This is an optimization exercise on Yosys and OpenROAD, whose aim is small area, a short achievable clock period and few clock cycles, not a production implementation. In this exercise RTL edits were held to simulation tests only and were not proved equivalent to the original.

==> flow/design.v, too long to show whole: its modules and the start of the top module <==
// module fau_modmul: 3670 lines
// module fau_fa: 4 lines
// module fau_fa1: 4 lines
// module fau_ha: 4 lines
// module fau_addh: 53 lines
// module fau_add257: 2315 lines
// module fau_alu: 377 lines
// module fau_booth: 14 lines
module fau_alu (
    input  wire         clk,
    input  wire         rst_n,
    input  wire         in_valid,
    output wire         in_ready,
    input  wire [2:0]   in_op,
    input  wire [255:0] in_a,
    input  wire [255:0] in_b,
    output wire         out_valid,
    input  wire         out_ready,
    output wire [255:0] out_y,
    output wire [2:0]   out_code
);
  // ...
==> flow/flow/run.sh <==
#!/bin/bash
set -euo pipefail
bash standard.sh SETUP_SLACK_MARGIN=9 "BUFFER_PORTS_ARGS=-buffer_cell sky130_fd_sc_hd__buf_1" finish > flow_standard.log 2>&1
==> flow/standard.sh <==
#!/bin/bash
# synth_recipe.tcl (not shown) runs the flow's synth.tcl, then flattens the netlist and writes it again
# the make line also repeats each setting of config.mk as NAME=value (left out here)
make -C /OpenROAD-flow-scripts/flow DESIGN_CONFIG=/design/flow/config.mk WORK_HOME=/design/flow/orfs CLKGATE_MAP_FILE= SYNTH_SCRIPT=/design/flow/synth_recipe.tcl "${@:-finish}"
==> flow/config.mk <==
export PLATFORM = sky130hd
export DESIGN_NAME = fau_alu
export DESIGN_NICKNAME = fau_alu
export VERILOG_FILES = /design/flow/design.v
export SDC_FILE = /design/flow/constraint.sdc
export NUM_CORES = 8
export LEC_CHECK = 0
export CAP_MARGIN = 30
export CORE_MARGIN = 2
export CORE_UTILIZATION = 35
export PLACE_DENSITY = 0.45
export SLEW_MARGIN = 30
export SYNTH_HIERARCHICAL = 1
==> flow/constraint.sdc <==
create_clock -name core_clock -period 14.0 [get_ports {clk}]
set_input_delay 2.8000 -clock core_clock [delete_from_list [all_inputs] [get_ports {clk}]]
set_output_delay 2.8000 -clock core_clock [all_outputs]
set_load 0.01 [all_outputs]
==> run_results.csv, run 1 <==
group,metric,value,unit
timing,skew,0.0772,ns
detailed_routing,dr.max_layer_used,"met5",
synth,netlist_area,0.155,sq mm
place,dp_cells,22200,
timing,final.min_clock_period,6.36,ns
critical_path,worstSetupPathType,"flip-flop to flip-flop",
global_routing,grt.busiest_layer,"met1",
status,failed_checks,"max-capacitance violations, max-slew violations",
cells_and_area,fin_area,0.193,sq mm
job,maxCapViolations,1,
cells_and_area,seq-cell-share,11.7,%
clock_network,htreeDepth,4,
die,die_area,0.448,sq mm
cells_and_area,buffer_area_share,11.8,%
cells_and_area,largestRegisters,"C (265), S (265)",
detailed_routing,detailroute.via_count,180000,
critical_path,worstPathCellList,"buf_12 > buf_16 > buf_4 > xor2_1 > ha_1 > nand4_1 > nor4_4 > buf_4 > nand3_2 > a2111oi_4 > buf_4 > o211a_4 > o2111ai_4 > a21boi_4 > o21ai_4 > a311o_1 > xnor2_4 > o21ai_4 > buf_6 > buf_16 > a222oi_1 > nand2_1 > a221o_1",
clock_network,cts_resized,1225,
clock_network,cts_buffer_depth,4,
clock_network,clk_latency,1.02,ns
worst_hold_path,whs_path_depth,2,
clock_network,clkSinkCount,1108,
critical_path,path_common_cell,"buf_4",
cells_and_area,inverters,313,
status,status,"complete, but fails checks",
cells_and_area,fin_cells,23700,
cells_and_area,antenna_cells,243,
timing,report.final.slew_viol_count,3,
die,dieWidth,669,microns
Testbench counts, summed over its fixed seeds: cycles 41,281.
==> run 2: changes to the inputs <==
--- a/flow/config.mk
+++ b/flow/config.mk
@@ -5,9 +5,9 @@
 export SDC_FILE = /design/flow/constraint.sdc
 export NUM_CORES = 8
 export LEC_CHECK = 0
-export CAP_MARGIN = 30
+export CAP_MARGIN = 45
 export CORE_MARGIN = 2
 export CORE_UTILIZATION = 35
 export PLACE_DENSITY = 0.45
-export SLEW_MARGIN = 30
+export SLEW_MARGIN = 45
 export SYNTH_HIERARCHICAL = 1
==> run_results.csv, run 2 <==
group,metric,value,unit
synth,syn_avg_cell_area,9.15,sq um
critical_path,cp.required,14.92,ns
detailed_routing,routed_wl,1390,mm
timing,tns,0,ns
detailed_routing,wl_per_cell,58.2,microns
cells_and_area,fin_area,0.198,sq mm
synth,yosysWarnings,9,
clock_network,cts_buffer_depth,4,
cells_and_area,drive_gt1_share,25.5,%
die,fp.dieH,669,microns
cells_and_area,largestRegisters,"C (265), S (265)",
cells_and_area,ff_latch_area,0.0226,sq mm
detailed_routing,drt_drc_violations_left,0,
place,hpwl,1040,mm
critical_path,path_common_cell,"a221o_1",
critical_path,cp_slowest_cell,"dfxtp_1",
status,status,"timing/DRC/antenna clean",
worst_hold_path,hold_path_class,"flip-flop to flip-flop",
cells_and_area,nFillCells,42800,
die,dieWidth,669,microns
critical_path,worstPathCellList,"ha_1 > a21oi_1 > o21ai_2 > a21oi_1 > xnor2_2 > buf_12 > nand2_1 > clkinvlp_4 > nand2_1 > nand2_2 > fa_1 > fa_1 > fa_2 > a221o_1 > a221o_1 > a221o_1",
detailed_routing,detail-route-antenna-nets,0,
global_routing,grt_pass1_wl,1720,mm
cells_and_area,area_growth,27.7,%
place,dp_cells,22300,
job,maxCapViolations,0,
synth,netlist_area,0.155,sq mm
place,dp_slack,5.67,ns
global_routing,grt_max_degree,115,
global_routing,grt_overflow,0,
place,dpl_cell_area,0.168,sq mm
global_routing,antenna_found_initial,213,
global_routing,globalRouteTotalUtil,58.9,%
timing,skew,0.122,ns
timing,report.final.slew_viol_count,0,
detailed_routing,detailroute.via_count,181000,
place,routabilityCongestion,1.15,
critical_path,critical_path_arrival,7.34,ns
critical_path,cp_max_fo,34,
clock_network,clkSinkCount,1108,
synth,synthCells,16900,
timing,tightest_slew,1.01,ns
cells_and_area,nets,20500,
detailed_routing,drt_pass1_iterations,14,
cells_and_area,fin_cells,23800,
cells_and_area,layout_common_cells,"nand2_1, xnor2_1, fa_1",
cells_and_area,final_common_cell,"nand2_1",
detailed_routing,avgViaCountPerCell,7.60,
timing,setup-violations-final,0,
detailed_routing,drt_iter0_drc,38000,
critical_path,startpoint_type,"flip-flop",
timing,final.min_clock_period,6.42,ns
timing,rsz0062_at_grt,"true",
die,core.rowCount,244,
clock_network,clk_latency,1.06,ns
timing,setup_slack,7.58,ns
clock_network,cts.clk_slew.worst_paths,0.06,ns
critical_path,worstSetupPathType,"flip-flop to flip-flop",
die,num_io_pins,780,
clock_network,tritoncts,"done",
clock_network,htreeDepth,4,
global_routing,grt_pass1_vias,158000,
timing,slew_headroom,32.1,%
critical_path,max_stage_delay,0.75,ns
timing,fmax,156,MHz
die,core-area,0.441,sq mm
die,initial_core_util,35.1,%
clock_network,cts_buffers,173,
timing,hold_viol,0,
place,port_buffers,779,
critical_path,end_kind,"flip-flop",
die,die_area,0.448,sq mm
clock_network,hold_buffers,0,
cells_and_area,multi_input_area,0.134,sq mm
clock_network,root_buffer,"clkbuf_16",
timing,min_period_over_period,45.8,%
run 2: timing repair:
action                                   CTS  global route
buffers inserted                         515           302
gates cloned                             135            35
gates resized for setup                 1379           841
endpoints found under the setup margin  1048           965
pin swaps                                657           919
run 2: critical path, delay by kind of cell, from the launching register on:
kind,cells,cell delay [ns]
AO/OA/AOI/OAI,6,1.65
XOR/XNOR,1,0.15
adder cells (fa/ha/maj),4,2.07
buffers and inverters,2,0.71
flip-flops,1,0.75
AND/OR/NAND/NOR,3,0.84
run 2: cell type report:
class                   count  area share (%)
repair buffers           2720            13.2
diodes                    242           0.306
inverters                 313           0.642
flip-flops and latches   1108            11.4
multi-input cells       13200            67.6
clock inverters            94           0.584
clock buffers             217            2.42
well taps                5904            3.74
run 2: final timing paths:
path,to,cells after the start,slack (ns),startpoint
worst max-delay path,S[198]$_DFF_P_,16,7.58,C[259]$_DFF_P_
worst min-delay path,code_r[1]$_DFF_P_,2,0.51,code_r[1]$_DFF_P_
worst max register to register,S[198]$_DFF_P_,16,7.58,C[259]$_DFF_P_
worst min register to register,code_r[1]$_DFF_P_,2,0.51,code_r[1]$_DFF_P_
run 2: layer usage:
metal	global-route usage (%)	up-vias	wire length, microns
met3	42.4	4231	270000
li1	-	63900	-
met1	70.2	93100	495000
met2	68.1	19600	470000
met5	7.82	-	7800
met4	48.0	185	144000
run 2: stage by stage:
step / hold WS (ns) / util (%)
final: 0.513 / 44.8
after global routing: 0.519 / 44.7
after CTS: 0.490 / 42.8
after detailed placement: 0.476 / 38.0
after global placement: 0.467 / 37.2
after floorplan: 0.464 / -
==> run 3: changes to the inputs <==
==> flow/run.sh (new file) <==
#!/bin/bash
# synth_recipe.tcl (not shown) runs the flow's synth.tcl, then flattens the netlist and writes it again
# the make line also repeats each setting of config.mk as NAME=value (left out here)
make -C /OpenROAD-flow-scripts/flow DESIGN_CONFIG=/design/flow/config.mk WORK_HOME=/design/flow/orfs CLKGATE_MAP_FILE= SYNTH_SCRIPT=/design/flow/synth_recipe.tcl finish
--- a/flow/config.mk
+++ b/flow/config.mk
@@ -9,5 +9,6 @@
 export CORE_MARGIN = 2
 export CORE_UTILIZATION = 35
 export PLACE_DENSITY = 0.45
+export SETUP_SLACK_MARGIN = 5
 export SLEW_MARGIN = 45
 export SYNTH_HIERARCHICAL = 1
removed: flow/flow/run.sh
removed: flow/standard.sh
==> run_results.csv, run 3 <==
group,metric,value,unit
status,status,"timing/DRC/antenna clean",
die,core-area,0.441,sq mm
clock_network,htreeDepth,4,
die,num_io_pins,780,
synth,syn_avg_cell_area,9.15,sq um
timing,skew,0.0899,ns
die,core.rowCount,244,
global_routing,grt_overflow,0,
clock_network,cts_resized,0,
critical_path,end_kind,"flip-flop",
clock_network,clk_latency,1.02,ns
timing,fmax,111,MHz
place,hpwl,1060,mm
clock_network,hold_buffers,0,
critical_path,cp.required,14.84,ns
cells_and_area,final_common_cell,"fa_1",
timing,tightest_slew,1.05,ns
global_routing,antenna_found_initial,202,
global_routing,grt_pass1_vias,153000,
die,initial_core_util,35.1,%
clock_network,clkSinkCount,1108,
clock_network,cts.clk_slew.worst_paths,0.06,ns
synth,yosysWarnings,9,
critical_path,startpoint_type,"flip-flop",
die,die_area,0.448,sq mm
detailed_routing,avgViaCountPerCell,7.51,
worst_hold_path,hold_path_class,"flip-flop to flip-flop",
timing,tns,0,ns
synth,synthCells,16900,
die,dieWidth,669,microns
cells_and_area,largestRegisters,"C (265), S (265)",
timing,final.min_clock_period,9.02,ns
global_routing,grt_max_degree,130,
cells_and_area,fin_cells,22800,
critical_path,critical_path_arrival,9.85,ns
timing,setup-violations-final,0,
detailed_routing,routed_wl,1330,mm
place,routabilityCongestion,1.13,
cells_and_area,nFillCells,44300,
cells_and_area,nets,19500,
clock_network,post_cts_buffers,0,
synth,netlist_area,0.155,sq mm
place,dp_cells,22300,
cells_and_area,layout_common_cells,"fa_1, nand2_1, xnor2_1",
clock_network,cts_buffers,171,
detailed_routing,detailroute.via_count,171000,
cells_and_area,area_growth,15.0,%
detailed_routing,drt_pass1_iterations,13,
timing,hold_viol,0,
clock_network,tritoncts,"done",
timing,min_period_over_period,64.4,%
critical_path,worstSetupPathType,"flip-flop to flip-flop",
timing,slew_headroom,29.4,%
place,port_buffers,779,
cells_and_area,drive_gt1_share,12.3,%
timing,rsz0062_at_grt,"false",
global_routing,grt_pass1_wl,1670,mm
detailed_routing,drt_iter0_drc,37400,
job,maxCapViolations,0,
die,fp.dieH,669,microns
critical_path,cp_max_fo,67,
detailed_routing,detail-route-antenna-nets,0,
global_routing,globalRouteTotalUtil,57.2,%
detailed_routing,wl_per_cell,58.3,microns
clock_network,root_buffer,"clkbuf_16",
timing,report.final.slew_viol_count,0,
detailed_routing,drt_drc_violations_left,0,
clock_network,cts_buffer_depth,4,
## run 3: cell count changes in the layout (fill, tap and decap cells not counted), moves of 179 or more
cell	before	now
fa_1	1392	1786
buf_4	1113	820
buf_12	217	38
clkdlybuf4s50_1	0	777
buf_6	332	61
fa_2	398	4
buf_1	734	1
## run 3: metrics by stage
| stage | hold slack [ns] | worst slack, ns | instance area (sq um) | util (%) |
|---|---|---|---|---|
| final | 0.476 | 4.98 | 178000 | 40.3 |
| after global routing | 0.507 | 5.17 | 178000 | 40.3 |
| after CTS | 0.478 | 5.51 | 177000 | 40.1 |
| after detailed placement | 0.463 | 5.55 | 171000 | 38.8 |
| after global placement | 0.457 | 5.36 | 167000 | 37.8 |
| after floorplan | 0.464 | 5.84 | 155000 | - |
## run 3: routing by layer
layer  track usage, %  vias to the layer above  part of all wire, %
li1                 -                    61800                    -
met1             70.9                    89100                   38
met2             66.9                    17300                   35
met3             38.1                     3124                   19
met4             42.5                      102                  9.0
met5             6.56                        -                 0.29
## run 3: layout make-up
cell class	instances	area [sq um]	area share (%)
Antenna cell	175	438	0.246
Inverter	313	1180	0.664
Sequential cell	1108	22500	12.7
Clock inverter	67	860	0.483
Tap cell	5904	7390	4.15
Multi-Input combinational cell	13200	124000	69.8
Timing Repair Buffer	1756	16300	9.14
Clock buffer	247	5040	2.83
## run 3: worst max-delay path: stages, from the launching register on
cell and delay, ns:
dfxtp_4 0.66, buf_6 0.61, xor2_1 0.19, ha_1 0.59
nand4_1 0.37, nor4_1 0.78, nand3_1 0.27, nor3_1 0.66
a221oi_1 0.30, o21ai_4 0.28, o2111ai_4 0.23, a21boi_1 0.35
o21ai_1 0.18, a311o_1 0.36, xnor2_1 0.22, nand2_1 0.15
nand3_4 0.39, buf_12 0.38, buf_6 0.38, a221o_1 0.43
a221o_1 0.27, a221o_1 0.26
## run 3: worst paths after layout
path | start | end | slack, ns | depth (start not counted)
min | code_r[1]$_DFF_P_ | code_r[1]$_DFF_P_ | 0.48 | 2
max reg2reg | sub2e$_SDFFE_PP0N_ | S[177]$_DFF_P_ | 4.98 | 21
max | sub2e$_SDFFE_PP0N_ | S[177]$_DFF_P_ | 4.98 | 21
min reg2reg | code_r[1]$_DFF_P_ | code_r[1]$_DFF_P_ | 0.48 | 2
==> run 4: changes to the inputs <==
==> flow/flow/run.sh (new file) <==
#!/bin/bash
set -euo pipefail
bash standard.sh SETUP_SLACK_MARGIN=10 "BUFFER_PORTS_ARGS=-buffer_cell sky130_fd_sc_hd__buf_1" finish > flow_standard.log 2>&1
==> flow/standard.sh (new file) <==
#!/bin/bash
# synth_recipe.tcl (not shown) runs the flow's synth.tcl, then flattens the netlist and writes it again
# the make line also repeats each setting of config.mk as NAME=value (left out here)
make -C /OpenROAD-flow-scripts/flow DESIGN_CONFIG=/design/flow/config.mk WORK_HOME=/design/flow/orfs CLKGATE_MAP_FILE= SYNTH_SCRIPT=/design/flow/synth_recipe.tcl "${@:-finish}"
--- a/flow/config.mk
+++ b/flow/config.mk
@@ -9,6 +9,5 @@
 export CORE_MARGIN = 2
 export CORE_UTILIZATION = 35
 export PLACE_DENSITY = 0.45
-export SETUP_SLACK_MARGIN = 5
 export SLEW_MARGIN = 45
 export SYNTH_HIERARCHICAL = 1
removed: flow/run.sh
==> run_results.csv, run 4 <==
group,metric,value,unit
critical_path,cp.required,14.87,ns
clock_network,root_buffer,"clkbuf_16",
detailed_routing,drt_pass1_iterations,15,
global_routing,grt_pass1_wl,1770,mm
cells_and_area,nets,20700,
clock_network,clk_latency,1.03,ns
timing,report.final.slew_viol_count,0,
job,maxCapViolations,0,
critical_path,rrSetupSlack,7.19,ns
cells_and_area,final_common_cell,"nand2_1",
timing,tns,0,ns
detailed_routing,drt_drc_violations_left,0,
cells_and_area,ff_latch_area,0.0235,sq mm
clock_network,clkSinkCount,1108,
cells_and_area,largestRegisters,"C (265), S (265)",
critical_path,startpoint_type,"flip-flop",
detailed_routing,drt_iter0_drc,38700,
timing,final.min_clock_period,6.81,ns
clock_network,cts.clk_slew.worst_paths,0.07,ns
critical_path,rr_worst_depth,21,
timing,tightest_slew,1.08,ns
timing,fmax,147,MHz
place,dp_cells,22300,
critical_path,rr_endpoint,"S[53]$_DFF_P_",
timing,setup-violations-final,0,
clock_network,tritoncts,"done",
timing,hold_ws,0.470,ns
critical_path,worstSetupPathType,"flip-flop to flip-flop",
critical_path,end_kind,"flip-flop",
die,fp.dieH,669,microns
global_routing,antenna_found_initial,246,
detailed_routing,avgViaCountPerCell,7.64,
global_routing,globalRouteTotalUtil,60.9,%
timing,slew_headroom,27.9,%
clock_network,cts_buffer_depth,4,
timing,min_period_over_period,48.6,%
critical_path,r2r-start,"C[202]$_DFF_P_",
die,core.rowCount,244,
clock_network,hold_buffers,0,
critical_path,cp_max_fo,7,
clock_network,cts_buffers,170,
worst_hold_path,hold_path_class,"flip-flop to flip-flop",
timing,hold_viol,0,
timing,skew,0.0926,ns
place,dpl_cell_area,0.169,sq mm
synth,syn_avg_cell_area,9.15,sq um
worst_hold_path,holdPathEnd,"X[33]$_DFF_P_",
status,status,"timing/DRC/antenna clean",
global_routing,grt_max_degree,140,
cells_and_area,layout_common_cells,"nand2_1, fa_1, xnor2_1",
synth,synthCells,16900,
global_routing,grt_overflow,0,
clock_network,htreeDepth,4,
cells_and_area,fin_area,0.205,sq mm
die,num_io_pins,780,
worst_hold_path,whs_path_depth,1,
worst_hold_path,min_from,"X[33]$_DFF_P_",
die,initial_core_util,35.1,%
timing,rsz0062_at_grt,"true",
synth,netlist_area,0.155,sq mm
cells_and_area,multi_input_area,0.135,sq mm
global_routing,grt_pass1_vias,161000,
detailed_routing,routed_wl,1430,mm
die,die_area,0.448,sq mm
place,hpwl,1070,mm
place,routabilityCongestion,1.13,
synth,yosysWarnings,9,
critical_path,critical_path_arrival,7.68,ns
cells_and_area,drive_gt1_share,30.0,%
place,port_buffers,779,
cells_and_area,fin_cells,24100,
die,core-area,0.441,sq mm
cells_and_area,area_growth,32.3,%
detailed_routing,detail-route-antenna-nets,0,
detailed_routing,detailroute.via_count,184000,
detailed_routing,wl_per_cell,59.4,microns
die,dieWidth,669,microns
cells_and_area,nFillCells,42200,
[run 4: cell types whose count changed in the layout (fill, tap and decap cells not counted), sizes merged, moves of 10 or more]
cell	change
clkbuf	+13
buf	+1949
bufbuf	+24
clkdlybuf4s50	-777
diode	+67
clkinvlp	+17
inv	-10
[run 4: worst max-delay path, stage by stage (launching register included)]
cell	delay [ns]
dfxtp_1	0.44
ha_1	0.52
nand2_1	0.15
nor2_1	0.35
nand3_1	0.24
or3_1	0.65
nor4_4	0.37
buf_4	0.21
o2111ai_4	0.22
a21boi_4	0.37
o21ai_4	0.12
a311o_2	0.57
xnor2_4	0.31
nand2b_4	0.19
nand3_4	0.07
buf_12	0.18
buf_12	0.16
clkbuf_16	0.19
clkbuf_16	0.23
a222oi_1	0.69
nand2_1	0.10
a221o_1	0.28
[run 4: final cells by class]
class,count,area share [%]
diodes,242,0.296
clock buffers,236,2.43
clock inverters,75,0.445
inverters,313,0.619
multi-input cells,13200,66.0
flip-flops and latches,1108,11.5
well taps,5904,3.61
repair buffers,2975,15.2
[run 4: through the flow]
step	worst slack [ns]	util [%]
2_1_floorplan	8.09	-
3_3_place_gp	5.15	37.4
3_5_place_dp	5.63	38.3
4_1_cts	7.77	44.3
5_1_grt	7.49	46.3
6_report	7.19	46.4
[run 4: timing repair]
| item | CTS | global route |
|---|---|---|
| setup endpoints to repair | 1363 | 1342 |
| cloned | 153 | 19 |
| buffers inserted | 672 | 403 |
| pin swaps | 732 | 710 |
| gates resized for setup | 2760 | 924 |
[run 4: worst max-delay path by stage]
stage | start | to | slack [ns]
after floorplan | C[254]$_DFF_P_ | S[73]$_DFF_P_ | 8.09
after global placement | C[86]$_DFF_P_ | C[12]$_DFF_P_ | 5.15
after detailed placement | sub2e$_SDFFE_PP0N_ | S[23]$_DFF_P_ | 5.63
after CTS | sub2e$_SDFFE_PP0N_ | S[23]$_DFF_P_ | 7.77
after global routing | C[8]$_DFF_P_ | S[23]$_DFF_P_ | 7.49
final | C[202]$_DFF_P_ | S[53]$_DFF_P_ | 7.19
[run 4: layer usage]
| layer | share of wire, % | track usage [%] | vias to the layer above |
|---|---|---|---|
| met4 | 10 | 49.3 | 154 |
| met3 | 19 | 43.2 | 4701 |
| met5 | 0.58 | 8.47 | - |
| met2 | 34 | 71.6 | 20000 |
| li1 | - | - | 64500 |
| met1 | 36 | 71.9 | 94800 |
==> run 5: changes to the inputs <==
==> flow/flow/run.sh (replaced) <==
#!/bin/bash
set -euo pipefail
bash standard.sh SETUP_SLACK_MARGIN=9 "BUFFER_PORTS_ARGS=-buffer_cell sky130_fd_sc_hd__buf_1" finish > flow_standard.log 2>&1
==> flow/config.mk (replaced) <==
export PLATFORM = sky130hd
export DESIGN_NAME = fau_alu
export DESIGN_NICKNAME = fau_alu
export VERILOG_FILES = /design/flow/design.v
export SDC_FILE = /design/flow/constraint.sdc
export NUM_CORES = 8
export LEC_CHECK = 0
export CAP_MARGIN = 55
export CORE_MARGIN = 2
export CORE_UTILIZATION = 40
export PLACE_DENSITY = 0.5
export SLEW_MARGIN = 55
export SYNTH_HIERARCHICAL = 1
==> run_results.csv, run 5 <==
group,metric,value,unit
critical_path,end_kind,"flip-flop",
timing,rsz0062_at_grt,"true",
critical_path,startpoint_type,"flip-flop",
clock_network,cts.clk_slew.worst_paths,0.06,ns
detailed_routing,avgViaCountPerCell,7.96,
detailed_routing,drt_pass1_iterations,17,
clock_network,htreeDepth,4,
cells_and_area,nets,20400,
cells_and_area,final_common_cell,"nand2_1",
detailed_routing,detail-route-antenna-nets,0,
global_routing,globalRouteTotalUtil,63.4,%
critical_path,max_stage_delay,0.66,ns
place,hpwl,971,mm
synth,synthCells,16900,
synth,netlist_area,0.155,sq mm
detailed_routing,drt_iter0_drc,41700,
global_routing,antenna_found_initial,177,
critical_path,crit_buf_inv,4,
timing,hold_viol,0,
detailed_routing,detailroute.via_count,183000,
critical_path,critical-path-top-delay-family,"compound AO/OA/AOI/OAI gates",
timing,tns,0,ns
synth,yosysWarnings,9,
place,port_buffers,779,
job,maxCapViolations,0,
die,fp.dieH,626,microns
place,routabilityCongestion,1.21,
detailed_routing,routed_wl,1300,mm
clock_network,clkSinkCount,1108,
critical_path,cp_slowest_cell,"dfxtp_1",
clock_network,root_buffer,"clkbuf_16",
cells_and_area,layout_common_cells,"nand2_1, fa_1, xnor2_1",
detailed_routing,drt_drc_violations_left,0,
timing,final.min_clock_period,6.41,ns
timing,setup-violations-final,0,
clock_network,clk_latency,1.02,ns
clock_network,cts_buffers,164,
timing,skew,0.135,ns
die,core-area,0.385,sq mm
global_routing,grt_overflow,0,
critical_path,cp.required,14.86,ns
die,die_area,0.392,sq mm
timing,slew_headroom,32.3,%
global_routing,grt_max_degree,124,
critical_path,cp_max_fo,7,
die,num_io_pins,780,
die,dieWidth,626,microns
clock_network,tritoncts,"done",
synth,syn_avg_cell_area,9.15,sq um
timing,min_period_over_period,45.8,%
clock_network,cts_buffer_depth,4,
critical_path,path_common_cell,"a221o_1",
critical_path,worstSetupPathType,"flip-flop to flip-flop",
cells_and_area,drive_gt1_share,25.2,%
status,status,"timing/DRC/antenna clean",
die,core.rowCount,228,
die,initial_core_util,40.2,%
global_routing,grt_pass1_vias,157000,
timing,report.final.slew_viol_count,0,
cells_and_area,largestRegisters,"C (265), S (265)",
detailed_routing,wl_per_cell,56.6,microns
global_routing,grt_pass1_wl,1630,mm
cells_and_area,area_growth,26.5,%
timing,fmax,156,MHz
timing,tightest_slew,1.01,ns
critical_path,worstPathCellList,"ha_1 > nand4_1 > nor2_1 > nand3_1 > nor3_4 > a221oi_2 > o21ai_4 > o2111ai_4 > a21boi_4 > o21ai_4 > a311o_2 > xnor2_4 > nand2b_4 > nand3_4 > buf_12 > buf_6 > buf_12 > buf_16 > a221o_1 > a221o_1 > a221o_1",
critical_path,critical_path_arrival,7.26,ns
worst_hold_path,hold_path_class,"flip-flop to flip-flop",
==> run 5: layer usage <==
layer	vias up	GRT usage, %	part of all wire [%]
met3	4986	49.8	21
li1	63700	-	-
met5	-	19.1	0.72
met2	21500	71.9	33
met4	176	53.1	11
met1	92400	72.6	34
==> run 5: path summary, 6_finish.rpt <==
check | startpoint | end | slack [ns] | cells after the start
min reg2reg | code_r[1]$_DFF_P_ | code_r[1]$_DFF_P_ | 0.46 | 2
min | code_r[1]$_DFF_P_ | code_r[1]$_DFF_P_ | 0.46 | 2
max | C[120]$_DFF_P_ | S[257]$_DFF_P_ | 7.59 | 21
max reg2reg | C[120]$_DFF_P_ | S[257]$_DFF_P_ | 7.59 | 21
==> run 5: cell type report <==
type                            instances  area, sq um
Inverter                              313         1260
Clock buffer                          218         4520
Clock inverter                         75          897
Fill cell                           35600       190000
Multi-Input combinational cell      13200       134000
Timing Repair Buffer                 2648        25500
Sequential cell                      1108        22700
Antenna cell                          203          508
Tap cell                             5175         6470
==> run 5: worst min-delay path, stage by stage, from the launching register on <==
cell and delay [ns]:
dfxtp_1 0.31, nand2_1 0.05, a21oi_1 0.05
==> run 5: what timing repair did <==
action | CTS | global route
resized for setup | 1103 | 706
endpoints found under the hold margin | 0 | 0
setup endpoints to repair | 957 | 894
pin swaps | 565 | 643
gates cloned | 136 | 12
setup buffers | 487 | 258
hold buffers | 0 | 0
==> run 5: per-stage QoR <==
step	hold slack (ns)	setup WS, ns	area (sq um)	instances	utilization [%]
floorplan	0.464	8.09	158000	16900	-
global placement	0.449	5.11	162000	21400	42.0
detailed placement	0.451	6.16	169000	21500	43.9
CTS	0.467	7.91	188000	22400	48.7
global route	0.497	7.76	195000	22800	50.7
finish	0.463	7.59	196000	23000	50.8

static timing again, ports no longer ideal:
In the flow no input, the clock included, has a driving cell. The finished layouts below were timed again as built, in two steps.
Step 1: set_driving_cell puts a clkbuf_16 on clk and a buf_2 on each other input, an assumption about the parent block.
Step 2 adds t to the input delays and takes it off the output delays; t is the mean of the earliest and latest rising clock arrival at the registers after step 1. Input paths then give back, and output paths get back, about the clock's delay inside the block.
Three values: ideal ports, drivers, drivers and shift; two values: the first two.
run	t, ns	slack for setup (ns)	worst data-port slew with drivers (ns)
run 1	1.119	7.637 / 7.637 / 7.637	0.20
run 2	1.140	7.582 / 7.582 / 7.582	0.18
run 3	1.115	4.983 / 4.983 / 4.983	0.21
run 4	1.123	7.193 / 7.193 / 7.193	0.16
run 5	1.095	7.591 / 7.591 / 7.591	0.15
